From an optimization exercise on the open Yosys and OpenROAD flow, aimed at small area, a short achievable clock period and few clock cycles per item; shortcuts taken in it are not production practice.

Design rxp_ctr_de, start of the top module:
module rxp_ctr_de (
  input  wire         clk,
  input  wire         rst_n,
  input  wire         in_valid,
  output wire         in_ready,
  input  wire         in_first,
  input  wire [127:0] in_key,
  input  wire [127:0] in_iv,
  input  wire [127:0] in_data,
  output reg          out_valid,
  output reg  [127:0] out_data
);
For scale: about 8500 cells after synthesis, about 1300 flip-flops, roughly 520 I/O pins, ~0.085 mm2 of cells after synthesis.
==> module rxp_ctr_de, before the edit <==
module rxp_ctr_de (
  input  wire         clk,
  input  wire         rst_n,
  input  wire         in_valid,
  output wire         in_ready,
  input  wire         in_first,
  input  wire [127:0] in_key,
  input  wire [127:0] in_iv,
  input  wire [127:0] in_data,
  output reg          out_valid,
  output reg  [127:0] out_data
);
  reg         va, vb;      
  reg  [3:0]  ra, rb;      
  reg         rdy;         
  reg [127:0] key_r;       
  reg [127:0] ctr_n;       
  reg [127:0] x;           
  reg [127:0] ka;          
  reg [127:0] ya;          
  reg  [63:0] yd;          
  reg [127:0] kp;          
  reg  [31:0] kw;          
  reg  [15:0] kd;          
  reg [127:0] d0, d1;      
  assign in_ready = rdy;
  wire accept = in_valid && rdy;
  wire [127:0] blk_key = in_first ? in_key : key_r;
  wire [127:0] blk_ctr = in_first ? in_iv  : ctr_n;
  function [7:0] xtime;
    input [7:0] a;
    xtime = {a[6:0], 1'b0} ^ (a[7] ? 8'h1b : 8'h00);
  endfunction
  wire [63:0] xd;
  wire [15:0] kxd;
  wire [31:0] rot = {ka[23:0], ka[31:24]};    
  genvar i, c;
  generate
    for (i = 0; i < 16; i = i + 1) begin : g_da
      aes_sbox_d u_d (.a(x[127 - 8*i -: 8]), .di(xd[63 - 4*i -: 4]));
    end
    for (i = 0; i < 4; i = i + 1) begin : g_dk
      aes_sbox_d u_d (.a(rot[31 - 8*i -: 8]), .di(kxd[15 - 4*i -: 4]));
    end
  endgenerate
  wire [7:0] sb [0:15];    
  wire [7:0] sr [0:15];    
  wire [7:0] mc [0:15];    
  generate
    for (i = 0; i < 16; i = i + 1) begin : g_yb
      aes_sbox_y u_y (.a(ya[127 - 8*i -: 8]), .di(yd[63 - 4*i -: 4]), .y(sb[i]));
    end
    for (c = 0; c < 4; c = c + 1) begin : g_shift
      assign sr[4*c + 0] = sb[4*((c + 0) % 4) + 0];
      assign sr[4*c + 1] = sb[4*((c + 1) % 4) + 1];
      assign sr[4*c + 2] = sb[4*((c + 2) % 4) + 2];
      assign sr[4*c + 3] = sb[4*((c + 3) % 4) + 3];
    end
    for (c = 0; c < 4; c = c + 1) begin : g_mix
      wire [7:0] a0 = sr[4*c + 0];
      wire [7:0] a1 = sr[4*c + 1];
      wire [7:0] a2 = sr[4*c + 2];
      wire [7:0] a3 = sr[4*c + 3];
      assign mc[4*c + 0] = xtime(a0) ^ (xtime(a1) ^ a1) ^ a2 ^ a3;
      assign mc[4*c + 1] = a0 ^ xtime(a1) ^ (xtime(a2) ^ a2) ^ a3;
      assign mc[4*c + 2] = a0 ^ a1 ^ xtime(a2) ^ (xtime(a3) ^ a3);
      assign mc[4*c + 3] = (xtime(a0) ^ a0) ^ a1 ^ a2 ^ xtime(a3);
    end
  endgenerate
  wire [127:0] sr_vec, mc_vec;
  generate
    for (i = 0; i < 16; i = i + 1) begin : g_pack
      assign sr_vec[127 - 8*i -: 8] = sr[i];
      assign mc_vec[127 - 8*i -: 8] = mc[i];
    end
  endgenerate
  reg [7:0] rcon;
  always @(*) begin
    case (rb)
      4'd1:    rcon = 8'h01;
      4'd2:    rcon = 8'h02;
      4'd3:    rcon = 8'h04;
      4'd4:    rcon = 8'h08;
      4'd5:    rcon = 8'h10;
      4'd6:    rcon = 8'h20;
      4'd7:    rcon = 8'h40;
      4'd8:    rcon = 8'h80;
      4'd9:    rcon = 8'h1b;
      default: rcon = 8'h36;
    endcase
  end
  wire [31:0] krot = {kw[23:0], kw[31:24]};
  wire [31:0] sub;
  generate
    for (i = 0; i < 4; i = i + 1) begin : g_yk
      aes_sbox_y u_y (.a(krot[31 - 8*i -: 8]), .di(kd[15 - 4*i -: 4]), .y(sub[31 - 8*i -: 8]));
    end
  endgenerate
  wire [31:0] t  = sub ^ {rcon, 24'h000000};
  wire [127:0] next_rk = kp ^ {t, t, t, t};
  wire last = vb && (rb == 4'd10);
  always @(posedge clk) begin
    ya <= x;
    yd <= xd;
    kp <= {ka[127:96], ka[127:96] ^ ka[95:64], ka[127:96] ^ ka[95:64] ^ ka[63:32],
           ka[127:96] ^ ka[95:64] ^ ka[63:32] ^ ka[31:0]};
    kw <= ka[31:0];
    kd <= kxd;
    x  <= rdy ? (blk_ctr ^ blk_key) : (mc_vec ^ next_rk);
    ka <= rdy ? blk_key : next_rk;
    d0 <= rdy ? in_data : d1;
    d1 <= d0;
    out_data <= sr_vec ^ next_rk ^ d1;
  end
  always @(posedge clk) begin
    if (accept) begin
      key_r <= blk_key;
      ctr_n <= in_first ? in_iv + 128'd1 : ctr_n + 128'd1;
    end
  end
  always @(posedge clk) begin
    if (!rst_n) begin
      va        <= 1'b0;
      vb        <= 1'b0;
      rdy       <= 1'b1;
      out_valid <= 1'b0;
    end else begin
      vb        <= va;
      va        <= accept || (vb && !last);
      rdy       <= !va || (ra == 4'd10);
      out_valid <= last;
    end
  end
  always @(posedge clk) begin
    rb <= ra;
    ra <= rdy ? 4'd1 : rb + 4'd1;
  end
endmodule
==> flow/config.mk <==
export PLATFORM = sky130hd
export DESIGN_NAME = rxp_ctr_de
export DESIGN_NICKNAME = rxp_ctr_de
export VERILOG_FILES = /design/flow/design.v
export SDC_FILE = /design/flow/constraint.sdc
export NUM_CORES = 4
export LEC_CHECK = 0
export CAP_MARGIN = 20
export CORE_MARGIN = 2
export CORE_UTILIZATION = 35
export PLACE_DENSITY = 0.45
export SETUP_SLACK_MARGIN = 3.3
export SLEW_MARGIN = 20
==> flow/constraint.sdc <==
create_clock -name core_clock -period 6.0 [get_ports {clk}]
set_input_delay 1.2000 -clock core_clock [delete_from_list [all_inputs] [get_ports {clk}]]
set_output_delay 1.2000 -clock core_clock [all_outputs]
set_load 0.01 [all_outputs]
run.sh (not shown) runs the stock make flow with config.mk's settings and CLKGATE_MAP_FILE= SYNTH_SCRIPT=/design/flow/synth_recipe.tcl, a recipe that flattens the netlist after the stock synthesis.
Rerun with:
--- a/flow/design.v
+++ b/flow/design.v
@@ -102,8 +102,9 @@
 );
   reg         va, vb;      
   reg  [3:0]  ra, rb;      
   reg         rdy;         
+  reg         rdy_o;       
   reg [127:0] key_r;       
   reg [127:0] ctr_n;       
   reg [127:0] x;           
   reg [127:0] ka;          
@@ -112,15 +113,30 @@
   reg [127:0] kp;          
   reg  [31:0] kw;          
   reg  [15:0] kd;          
   reg [127:0] d0, d1;      
-  assign in_ready = rdy;
-  wire accept = in_valid && rdy;
+  assign in_ready = rdy_o;
+  wire accept = in_valid && rdy_o;
   wire [127:0] blk_key = in_first ? in_key : key_r;
   wire [127:0] blk_ctr = in_first ? in_iv  : ctr_n;
   function [7:0] xtime;
     input [7:0] a;
     xtime = {a[6:0], 1'b0} ^ (a[7] ? 8'h1b : 8'h00);
+  endfunction
+  function [127:0] inc128;
+    input [127:0] v;
+    reg   [15:0]  ones;
+    reg   [15:0]  cin;
+    integer k, j;
+    begin
+      for (k = 0; k < 16; k = k + 1)
+        ones[k] = &v[8*k +: 8];
+      for (k = 0; k < 16; k = k + 1)
+        cin[k] = &(ones | ~({16{1'b1}} >> (16 - k)));
+      for (k = 0; k < 16; k = k + 1)
+        for (j = 0; j < 8; j = j + 1)
+          inc128[8*k + j] = v[8*k + j] ^ (cin[k] & (&(v[8*k +: 8] | ~(8'hff >> (8 - j)))));
+    end
   endfunction
   wire [63:0] xd;
   wire [15:0] kxd;
   wire [31:0] rot = {ka[23:0], ka[31:24]};    
@@ -204,21 +220,23 @@
   end
   always @(posedge clk) begin
     if (accept) begin
       key_r <= blk_key;
-      ctr_n <= in_first ? in_iv + 128'd1 : ctr_n + 128'd1;
+      ctr_n <= in_first ? inc128(in_iv) : inc128(ctr_n);
     end
   end
   always @(posedge clk) begin
     if (!rst_n) begin
       va        <= 1'b0;
       vb        <= 1'b0;
       rdy       <= 1'b1;
+      rdy_o     <= 1'b0;
       out_valid <= 1'b0;
     end else begin
       vb        <= va;
       va        <= accept || (vb && !last);
       rdy       <= !va || (ra == 4'd10);
+      rdy_o     <= !va || (ra == 4'd10);
       out_valid <= last;
     end
   end
   always @(posedge clk) begin
What happened: Sequential share of layout area falls by 0.25 points. Die area rises by about 2%. Via count grows by 2.6%.
Function was not checked in any run of this note: the RTL went through the layout flow alone.

---

The RTL this note starts from:
==> flow/design.v <==
module aes_sbox_d (
  input  wire [7:0] a,
  output reg  [3:0] di
);
  wire [3:0] d;
  assign d[0] = ((a[0] ^ a[3] ^ a[4] ^ a[6]) & (a[1] ^ a[2] ^ a[3] ^ a[5] ^ a[7]))
             ^ ((a[2] ^ a[5] ^ a[6]) & (a[4] ^ a[6]))
             ^ ((a[5]) & (a[6]))
             ^ ((a[3]) & (a[7]))
             ^ (a[0] ^ a[2] ^ a[5]);
  assign d[1] = ((a[0] ^ a[2] ^ a[6]) & (a[1] ^ a[4] ^ a[5] ^ a[6]))
             ^ ((a[2] ^ a[3] ^ a[5] ^ a[6]) & (a[4] ^ a[5]))
             ^ ((a[3]) & (a[5] ^ a[7]))
             ^ ((a[6]) & (a[7]))
             ^ (a[1] ^ a[2] ^ a[4] ^ a[6] ^ a[7]);
  assign d[2] = ((a[0] ^ a[6] ^ a[7]) & (a[2] ^ a[3]))
             ^ ((a[1] ^ a[5] ^ a[7]) & (a[3] ^ a[4] ^ a[5] ^ a[6] ^ a[7]))
             ^ ((a[4] ^ a[6]) & (a[5] ^ a[6]))
             ^ ((a[6]) & (a[7]))
             ^ (a[1] ^ a[2] ^ a[4] ^ a[6]);
  assign d[3] = ((a[1] ^ a[3] ^ a[4] ^ a[5] ^ a[6]) & (a[2] ^ a[3] ^ a[4] ^ a[5] ^ a[6] ^ a[7]))
             ^ ((a[0] ^ a[4] ^ a[6]) & (a[5] ^ a[7]))
             ^ ((a[4]) & (a[6] ^ a[7]))
             ^ ((a[3]) & (a[7]))
             ^ (a[3] ^ a[4] ^ a[5] ^ a[6]);
  always @(*) begin
    case (d)
      4'd0: di = 4'd0;
      4'd1: di = 4'd1;
      4'd2: di = 4'd9;
      4'd3: di = 4'd14;
      4'd4: di = 4'd13;
      4'd5: di = 4'd11;
      4'd6: di = 4'd7;
      4'd7: di = 4'd6;
      4'd8: di = 4'd15;
      4'd9: di = 4'd2;
      4'd10: di = 4'd12;
      4'd11: di = 4'd5;
      4'd12: di = 4'd10;
      4'd13: di = 4'd4;
      4'd14: di = 4'd3;
      4'd15: di = 4'd8;
      default: di = 4'd0;
    endcase
  end
endmodule
module aes_sbox_y (
  input  wire [7:0] a,
  input  wire [3:0] di,
  output wire [7:0] y
);
  wire [7:0] l0;
  assign l0[0] = a[0] ^ a[2] ^ a[3] ^ a[5];
  assign l0[1] = a[0] ^ a[2] ^ a[3] ^ a[6];
  assign l0[2] = a[0] ^ a[1] ^ a[2] ^ a[4];
  assign l0[3] = a[0] ^ a[1] ^ a[4] ^ a[6];
  assign l0[4] = a[0] ^ a[2] ^ a[3] ^ a[4];
  assign l0[5] = a[5] ^ a[6] ^ a[7];
  assign l0[6] = a[2] ^ a[3] ^ a[4] ^ a[5] ^ a[6];
  assign l0[7] = a[1] ^ a[2] ^ a[7];
  wire [7:0] l1;
  assign l1[0] = a[0] ^ a[4] ^ a[7];
  assign l1[1] = a[1] ^ a[3] ^ a[5] ^ a[6];
  assign l1[2] = a[0] ^ a[2] ^ a[3] ^ a[4] ^ a[5] ^ a[6] ^ a[7];
  assign l1[3] = a[0] ^ a[2] ^ a[3] ^ a[5] ^ a[6] ^ a[7];
  assign l1[4] = a[2] ^ a[3] ^ a[5] ^ a[6] ^ a[7];
  assign l1[5] = a[0] ^ a[5] ^ a[7];
  assign l1[6] = a[1] ^ a[5] ^ a[7];
  assign l1[7] = a[0] ^ a[3] ^ a[4] ^ a[5];
  wire [7:0] l2;
  assign l2[0] = a[2] ^ a[6] ^ a[7];
  assign l2[1] = a[1] ^ a[3] ^ a[5] ^ a[6] ^ a[7];
  assign l2[2] = a[0] ^ a[2] ^ a[3] ^ a[6];
  assign l2[3] = a[1] ^ a[2] ^ a[5] ^ a[6];
  assign l2[4] = a[0] ^ a[1] ^ a[4] ^ a[6] ^ a[7];
  assign l2[5] = a[0] ^ a[3] ^ a[4] ^ a[5] ^ a[7];
  assign l2[6] = a[1] ^ a[4] ^ a[6] ^ a[7];
  assign l2[7] = a[0] ^ a[1] ^ a[2];
  wire [7:0] l3;
  assign l3[0] = a[1] ^ a[3] ^ a[6];
  assign l3[1] = a[4] ^ a[5] ^ a[7];
  assign l3[2] = a[1] ^ a[3] ^ a[5] ^ a[6];
  assign l3[3] = a[3] ^ a[4] ^ a[7];
  assign l3[4] = a[0] ^ a[1] ^ a[2] ^ a[4] ^ a[5] ^ a[7];
  assign l3[5] = a[0] ^ a[2] ^ a[3] ^ a[4] ^ a[6];
  assign l3[6] = a[1];
  assign l3[7] = a[1] ^ a[2] ^ a[4] ^ a[6] ^ a[7];
  assign y = ({8{di[0]}} & l0) ^ ({8{di[1]}} & l1) ^ ({8{di[2]}} & l2) ^ ({8{di[3]}} & l3) ^ 8'h63;
endmodule
module rxp_ctr_de (
  input  wire         clk,
  input  wire         rst_n,
  input  wire         in_valid,
  output wire         in_ready,
  input  wire         in_first,
  input  wire [127:0] in_key,
  input  wire [127:0] in_iv,
  input  wire [127:0] in_data,
  output reg          out_valid,
  output reg  [127:0] out_data
);
  reg         va, vb;      
  reg  [3:0]  ra, rb;      
  reg         rdy;         
  reg [127:0] key_r;       
  reg [127:0] ctr_n;       
  reg [127:0] x;           
  reg [127:0] ka;          
  reg [127:0] ya;          
  reg  [63:0] yd;          
  reg [127:0] kp;          
  reg  [31:0] kw;          
  reg  [15:0] kd;          
  reg [127:0] d0, d1;      
  assign in_ready = rdy;
  wire accept = in_valid && rdy;
  wire [127:0] blk_key = in_first ? in_key : key_r;
  wire [127:0] blk_ctr = in_first ? in_iv  : ctr_n;
  function [7:0] xtime;
    input [7:0] a;
    xtime = {a[6:0], 1'b0} ^ (a[7] ? 8'h1b : 8'h00);
  endfunction
  wire [63:0] xd;
  wire [15:0] kxd;
  wire [31:0] rot = {ka[23:0], ka[31:24]};    
  genvar i, c;
  generate
    for (i = 0; i < 16; i = i + 1) begin : g_da
      aes_sbox_d u_d (.a(x[127 - 8*i -: 8]), .di(xd[63 - 4*i -: 4]));
    end
    for (i = 0; i < 4; i = i + 1) begin : g_dk
      aes_sbox_d u_d (.a(rot[31 - 8*i -: 8]), .di(kxd[15 - 4*i -: 4]));
    end
  endgenerate
  wire [7:0] sb [0:15];    
  wire [7:0] sr [0:15];    
  wire [7:0] mc [0:15];    
  generate
    for (i = 0; i < 16; i = i + 1) begin : g_yb
      aes_sbox_y u_y (.a(ya[127 - 8*i -: 8]), .di(yd[63 - 4*i -: 4]), .y(sb[i]));
    end
    for (c = 0; c < 4; c = c + 1) begin : g_shift
      assign sr[4*c + 0] = sb[4*((c + 0) % 4) + 0];
      assign sr[4*c + 1] = sb[4*((c + 1) % 4) + 1];
      assign sr[4*c + 2] = sb[4*((c + 2) % 4) + 2];
      assign sr[4*c + 3] = sb[4*((c + 3) % 4) + 3];
    end
    for (c = 0; c < 4; c = c + 1) begin : g_mix
      wire [7:0] a0 = sr[4*c + 0];
      wire [7:0] a1 = sr[4*c + 1];
      wire [7:0] a2 = sr[4*c + 2];
      wire [7:0] a3 = sr[4*c + 3];
      assign mc[4*c + 0] = xtime(a0) ^ (xtime(a1) ^ a1) ^ a2 ^ a3;
      assign mc[4*c + 1] = a0 ^ xtime(a1) ^ (xtime(a2) ^ a2) ^ a3;
      assign mc[4*c + 2] = a0 ^ a1 ^ xtime(a2) ^ (xtime(a3) ^ a3);
      assign mc[4*c + 3] = (xtime(a0) ^ a0) ^ a1 ^ a2 ^ xtime(a3);
    end
  endgenerate
  wire [127:0] sr_vec, mc_vec;
  generate
    for (i = 0; i < 16; i = i + 1) begin : g_pack
      assign sr_vec[127 - 8*i -: 8] = sr[i];
      assign mc_vec[127 - 8*i -: 8] = mc[i];
    end
  endgenerate
  reg [7:0] rcon;
  always @(*) begin
    case (rb)
      4'd1:    rcon = 8'h01;
      4'd2:    rcon = 8'h02;
      4'd3:    rcon = 8'h04;
      4'd4:    rcon = 8'h08;
      4'd5:    rcon = 8'h10;
      4'd6:    rcon = 8'h20;
      4'd7:    rcon = 8'h40;
      4'd8:    rcon = 8'h80;
      4'd9:    rcon = 8'h1b;
      default: rcon = 8'h36;
    endcase
  end
  wire [31:0] krot = {kw[23:0], kw[31:24]};
  wire [31:0] sub;
  generate
    for (i = 0; i < 4; i = i + 1) begin : g_yk
      aes_sbox_y u_y (.a(krot[31 - 8*i -: 8]), .di(kd[15 - 4*i -: 4]), .y(sub[31 - 8*i -: 8]));
    end
  endgenerate
  wire [31:0] t  = sub ^ {rcon, 24'h000000};
  wire [127:0] next_rk = kp ^ {t, t, t, t};
  wire last = vb && (rb == 4'd10);
  always @(posedge clk) begin
    ya <= x;
    yd <= xd;
    kp <= {ka[127:96], ka[127:96] ^ ka[95:64], ka[127:96] ^ ka[95:64] ^ ka[63:32],
           ka[127:96] ^ ka[95:64] ^ ka[63:32] ^ ka[31:0]};
    kw <= ka[31:0];
    kd <= kxd;
    x  <= rdy ? (blk_ctr ^ blk_key) : (mc_vec ^ next_rk);
    ka <= rdy ? blk_key : next_rk;
    d0 <= rdy ? in_data : d1;
    d1 <= d0;
    out_data <= sr_vec ^ next_rk ^ d1;
  end
  always @(posedge clk) begin
    if (accept) begin
      key_r <= blk_key;
      ctr_n <= in_first ? in_iv + 128'd1 : ctr_n + 128'd1;
    end
  end
  always @(posedge clk) begin
    if (!rst_n) begin
      va        <= 1'b0;
      vb        <= 1'b0;
      rdy       <= 1'b1;
      out_valid <= 1'b0;
    end else begin
      vb        <= va;
      va        <= accept || (vb && !last);
      rdy       <= !va || (ra == 4'd10);
      out_valid <= last;
    end
  end
  always @(posedge clk) begin
    rb <= ra;
    ra <= rdy ? 4'd1 : rb + 4'd1;
  end
endmodule
make LEC_CHECK=0 CAP_MARGIN=20 CORE_MARGIN=2 CORE_UTILIZATION=35 PLACE_DENSITY=0.45 SETUP_SLACK_MARGIN=3.0 SLEW_MARGIN=20 finish   # period 6.0 ns
Then changed:
--- a/flow/design.v
+++ b/flow/design.v
@@ -103,31 +103,40 @@
   reg         va, vb;      
   reg  [3:0]  ra, rb;      
   reg         rdy;         
+  reg         rdy_o;       
   reg [127:0] key_r;       
   reg [127:0] ctr_n;       
   reg [127:0] x;           
   reg [127:0] ka;          
   reg [127:0] ya;          
   reg  [63:0] yd;          
-  reg [127:0] kp;          
-  reg  [31:0] kw;          
+  reg [127:0] kb;          
   reg  [15:0] kd;          
   reg [127:0] d0, d1;      
-  assign in_ready = rdy;
-  wire accept = in_valid && rdy;
+  assign in_ready = rdy_o;
+  wire accept = in_valid && rdy_o;
   wire [127:0] blk_key = in_first ? in_key : key_r;
   wire [127:0] blk_ctr = in_first ? in_iv  : ctr_n;
   function [7:0] xtime;
     input [7:0] a;
     xtime = {a[6:0], 1'b0} ^ (a[7] ? 8'h1b : 8'h00);
   endfunction
+  function [127:0] inc128;
+    input [127:0] v;
+    integer k;
+    begin
+      for (k = 0; k < 128; k = k + 1)
+        inc128[k] = v[k] ^ (&(v | ~({128{1'b1}} >> (128 - k))));
+    end
+  endfunction
+  wire [127:0] xk = x ^ ka;                   
   wire [63:0] xd;
   wire [15:0] kxd;
   wire [31:0] rot = {ka[23:0], ka[31:24]};    
   genvar i, c;
   generate
     for (i = 0; i < 16; i = i + 1) begin : g_da
-      aes_sbox_d u_d (.a(x[127 - 8*i -: 8]), .di(xd[63 - 4*i -: 4]));
+      aes_sbox_d u_d (.a(xk[127 - 8*i -: 8]), .di(xd[63 - 4*i -: 4]));
     end
     for (i = 0; i < 4; i = i + 1) begin : g_dk
       aes_sbox_d u_d (.a(rot[31 - 8*i -: 8]), .di(kxd[15 - 4*i -: 4]));
@@ -179,7 +188,11 @@
       default: rcon = 8'h36;
     endcase
   end
-  wire [31:0] krot = {kw[23:0], kw[31:24]};
+  wire [31:0] w0 = kb[127:96];
+  wire [31:0] w1 = kb[95:64];
+  wire [31:0] w2 = kb[63:32];
+  wire [31:0] w3 = kb[31:0];
+  wire [31:0] krot = {w3[23:0], w3[31:24]};
   wire [31:0] sub;
   generate
     for (i = 0; i < 4; i = i + 1) begin : g_yk
@@ -187,25 +200,28 @@
     end
   endgenerate
   wire [31:0] t  = sub ^ {rcon, 24'h000000};
-  wire [127:0] next_rk = kp ^ {t, t, t, t};
+  wire [31:0] n0 = t ^ w0;
+  wire [31:0] n1 = t ^ (w0 ^ w1);
+  wire [31:0] n2 = t ^ (w0 ^ w1 ^ w2);
+  wire [31:0] n3 = t ^ (w0 ^ w1 ^ w2 ^ w3);
+  wire [127:0] next_rk = {n0, n1, n2, n3};
   wire last = vb && (rb == 4'd10);
   always @(posedge clk) begin
-    ya <= x;
+    ya <= xk;
     yd <= xd;
-    kp <= {ka[127:96], ka[127:96] ^ ka[95:64], ka[127:96] ^ ka[95:64] ^ ka[63:32],
-           ka[127:96] ^ ka[95:64] ^ ka[63:32] ^ ka[31:0]};
-    kw <= ka[31:0];
+    kb <= ka;
     kd <= kxd;
-    x  <= rdy ? (blk_ctr ^ blk_key) : (mc_vec ^ next_rk);
+    x  <= rdy ? blk_ctr : mc_vec;
     ka <= rdy ? blk_key : next_rk;
     d0 <= rdy ? in_data : d1;
     d1 <= d0;
     out_data <= sr_vec ^ next_rk ^ d1;
   end
   always @(posedge clk) begin
+    if (accept && in_first)
+      key_r <= in_key;
     if (accept) begin
-      key_r <= blk_key;
-      ctr_n <= in_first ? in_iv + 128'd1 : ctr_n + 128'd1;
+      ctr_n <= inc128(blk_ctr);
     end
   end
   always @(posedge clk) begin
@@ -213,11 +229,13 @@
       va        <= 1'b0;
       vb        <= 1'b0;
       rdy       <= 1'b1;
+      rdy_o     <= 1'b0;
       out_valid <= 1'b0;
     end else begin
       vb        <= va;
       va        <= accept || (vb && !last);
       rdy       <= !va || (ra == 4'd10);
+      rdy_o     <= !va || (ra == 4'd10);
       out_valid <= last;
     end
   end
Result: Worst setup slack got worse by 0.53 ns. Core utilization grows by 1.5 points. Area after synthesis shrinks by 6.0%. Register-to-register slack got worse by 0.61 ns.
No functional check of the RTL was part of any run of this note.

afterwards: timing with drivers on the ports:
In the flow no input, the clock included, has a driving cell. The finished layouts below were timed again as built, in two steps.
Step 1: set_driving_cell puts a clkbuf_16 on clk and a buf_2 on each other input, an assumption about the parent block.
Step 2 also shifts input and output timing later by t, the mid clock arrival at the registers, as if the neighbouring blocks saw the same clock.
Three values: ideal ports, drivers, drivers and shift; two values: the first two.
run	t, ns	setup slack, ns	worst hold slack (ns)	slew at the worst register clock pin (ns)	pins driven straight from the clock port
the first run of note 1	0.949	2.430 / 2.148 / 1.199	0.313 / 0.313 / 0.313	0.07 / 0.07	1
the second run of note 1	0.895	2.577 / 2.520 / 1.625	0.313 / 0.313 / 0.313	0.07 / 0.07	1
the first run of note 2	0.943	2.409 / 2.144 / 1.202	0.315 / 0.315 / 0.315	0.07 / 0.07	1
the second run of note 2	0.916	1.880 / 1.717 / 0.801	0.318 / 0.318 / 0.318	0.07 / 0.07	1
After both steps setup and hold are still met in every run listed. For the first run of note 1, which loses most, drivers alone change the setup slack by -0.282 ns; drivers and shift together by -1.231 ns.
